Background: an optimization exercise with open tools, aiming at small area. Do not read the settings as production practice.
Function was checked by simulation only, so behaviour that the tests miss may differ from the original.

// tgb_chan_trial
module tgb_chan_trial (
    input  wire               clk,
    input  wire               rst,         
    input  wire               scheme,      
    input  wire [3:0]         sps,         
    input  wire [7:0]         phase_inc,   
    input  wire [7:0]         sigma,       
    input  wire               start,       
    input  wire               s_valid,
    input  wire [1:0]         sym_i,       
    input  wire [1:0]         sym_q,       
    input  wire signed [9:0]  noise,       
    output reg                r_valid,
    output wire signed [25:0] r_stat_i,
    output wire signed [25:0] r_stat_q,
    output wire               r_dec_i,     
    output wire               r_dec_q,
    output wire [15:0]        r_errs
);
    reg        [7:0]  phase;
    reg        [3:0]  cnt;
    reg signed [24:0] acc_i;      
    reg signed [24:0] acc_q;
    reg        [15:0] errs;
    reg               e_i, e_q;         
    wire z    = rst | start;       
    wire take = s_valid & ~rst;    
    wire clr  = z | r_valid;       
    wire [3:0] cc  = cnt & {4{~z}};
    wire [3:0] cc1 = {cc[3] ^ (&cc[2:0]), cc[2] ^ (&cc[1:0]), cc[1] ^ cc[0], ~cc[0]};
    wire last = (cc1 == sps);
    wire fin  = take & last;
    wire [3:0] cnt_n = fin ? 4'd0 : (take ? cc1 : cc);
    wire t0 = phase[0] & ~z;
    wire t1 = phase_inc[0] & take;
    wire t2 = phase[1] & ~z;
    wire t3 = phase_inc[1] & take;
    wire t4 = phase[2] & ~z;
    wire t5 = phase_inc[2] & take;
    wire t6 = phase[3] & ~z;
    wire t7 = phase_inc[3] & take;
    wire t8 = phase[4] & ~z;
    wire t9 = phase_inc[4] & take;
    wire t10 = phase[5] & ~z;
    wire t11 = phase_inc[5] & take;
    wire t12 = phase[6] & ~z;
    wire t13 = phase_inc[6] & take;
    wire t14 = phase[7] & ~z;
    wire t15 = phase_inc[7] & take;
    wire t16, t17;
    tgb_ha u_t16 (.a(t0), .b(t1), .s(t16), .co(t17));
    wire t18, t19;
    tgb_fa u_t18 (.a(t2), .b(t3), .c(t17), .s(t18), .co(t19));
    wire t20, t21;
    tgb_fa u_t20 (.a(t4), .b(t5), .c(t19), .s(t20), .co(t21));
    wire t22, t23;
    tgb_fa u_t22 (.a(t6), .b(t7), .c(t21), .s(t22), .co(t23));
    wire t24, t25;
    tgb_fa u_t24 (.a(t8), .b(t9), .c(t23), .s(t24), .co(t25));
    wire t26, t27;
  ...
For scale: about 81 flip-flops, ~110 I/O pins, roughly 14,000 sq um of cells after synthesis.
clock: 30.0 ns
lec_check: 0
cap_margin: 0
core_margin: 2
core_utilization: 75
gpl_timing_driven: 0
slew_margin: 0
synth_hierarchical: 1
synth_minimum_keep_size: 0
standard.sh (not shown) runs the stock make flow with config.mk's settings and CLKGATE_MAP_FILE= SYNTH_SCRIPT=/design/flow/synth_recipe.tcl, a recipe that flattens the netlist after the stock synthesis.
==> flow/flow/run.sh <==
#!/bin/bash
# The standard layout, with changes that only affect which buffers are used:
#  - the port buffers that placement inserts are the smallest buffer
#    (sky130_fd_sc_hd__buf_1); the resizer still upsizes any that need it;
#  - the buffers that synthesis (abc) inserted are removed at floorplan, and
#    repair_design adds back only those that slew and capacitance limits need;
#  - clock tree synthesis uses sky130_fd_sc_hd__clkbuf_8 and no dummy loads.
# Each step's full output stays in orfs/logs/; make's own output goes to make.log.
set -euo pipefail
bash standard.sh \
  'BUFFER_PORTS_ARGS=-buffer_cell sky130_fd_sc_hd__buf_1' \
  'REMOVE_ABC_BUFFERS=1' \
  'CTS_ARGS=-sink_clustering_enable -repair_clock_nets -buf_list sky130_fd_sc_hd__clkbuf_8 -dont_use_dummy_load' \
  finish > make.log 2>&1
Change:
==> flow/flow/run.sh (replaced) <==
#!/bin/bash
# The standard layout, with two changes that only affect how buffers are chosen:
#  - the port buffers that placement inserts are the smallest buffer
#    (sky130_fd_sc_hd__buf_1); the resizer still upsizes any that need it;
#  - clock tree synthesis clusters up to 41 sinks per clock buffer, uses
#    sky130_fd_sc_hd__clkbuf_16 and no dummy loads.
# Each step's full output stays in orfs/logs/; make's own output goes to make.log.
set -euo pipefail
bash standard.sh \
  'BUFFER_PORTS_ARGS=-buffer_cell sky130_fd_sc_hd__buf_1' \
  'CTS_ARGS=-sink_clustering_enable -sink_clustering_size 41 -sink_clustering_max_diameter 250 -repair_clock_nets -buf_list sky130_fd_sc_hd__clkbuf_16 -dont_use_dummy_load' \
  finish > make.log 2>&1
Settings changed: CAP_MARGIN 0 to 20, GPL_TIMING_DRIVEN 0 to unset, SLEW_MARGIN 0 to 20.
The new run finished clean.
Worst hold slack degrades by 0.0040 ns.
Global-route usage climbs by 1.3 points.
Design area rose slightly.
Area after synthesis stays the same.
Register-to-register slack improved by 0.73 ns.
Sequential share of layout area came out lower by 0.12 points.
Die area stays the same.
Routed wire length grows by a few percent.
Utilization grows by 0.90 points.
Change:
==> flow/flow/run.sh (replaced) <==
#!/bin/bash
# The standard layout, with changes that only affect which buffers are used:
#  - the port buffers that placement inserts are the smallest buffer
#    (sky130_fd_sc_hd__buf_1); the resizer still upsizes any that need it;
#  - the buffers that synthesis (abc) inserted are removed at floorplan, and
#    repair_design adds back only those that slew and capacitance limits need;
#  - clock tree synthesis uses sky130_fd_sc_hd__clkbuf_8 and no dummy loads.
# Each step's full output stays in orfs/logs/; make's own output goes to make.log.
set -euo pipefail
bash standard.sh \
  'BUFFER_PORTS_ARGS=-buffer_cell sky130_fd_sc_hd__buf_1' \
  'REMOVE_ABC_BUFFERS=1' \
  'CTS_ARGS=-sink_clustering_enable -repair_clock_nets -buf_list sky130_fd_sc_hd__clkbuf_8 -dont_use_dummy_load' \
  finish > make.log 2>&1
Settings changed: CAP_MARGIN 20 to 0, CORE_UTILIZATION 75 to 85, GPL_TIMING_DRIVEN set to 0, SLEW_MARGIN 20 to 0.
After rerunning: The new run went through all stages and came out clean; via count goes up by a few percent; cell count goes down by a few percent; die area goes down by roughly a tenth.

[afterwards: timing with drivers on the ports]
The results above use ideal ports. As a check the final layouts listed here were re-extracted and re-timed, cells and wires unchanged.
Step 1: set_driving_cell puts a clkbuf_16 on clk and a buf_2 on each other input, an assumption about the parent block.
Step 2 times the ports against the registers' clock, not the clock port: input delays grow and output delays shrink by t, the midpoint of the rising clock arrivals with the driver on.
Slacks: ideal / step 1 / step 2; pairs: ideal / step 1.
run	t, ns	setup slack, ns	worst setup path at the end	latest minus earliest clock arrival (ns)	pins driven straight from the clock port
the first run	0.417	5.569 / 5.588 / 5.171	input to register	0.040 / 0.040	1
the second run	0.391	6.634 / 6.646 / 6.255	input to register	0.027 / 0.027	1
the third run	0.420	5.428 / 5.445 / 5.025	input to register	0.035 / 0.035	1
After both steps setup and hold are still met in every run listed. For the third run, which loses most, drivers alone change the setup slack by +0.017 ns; drivers and shift together by -0.403 ns.
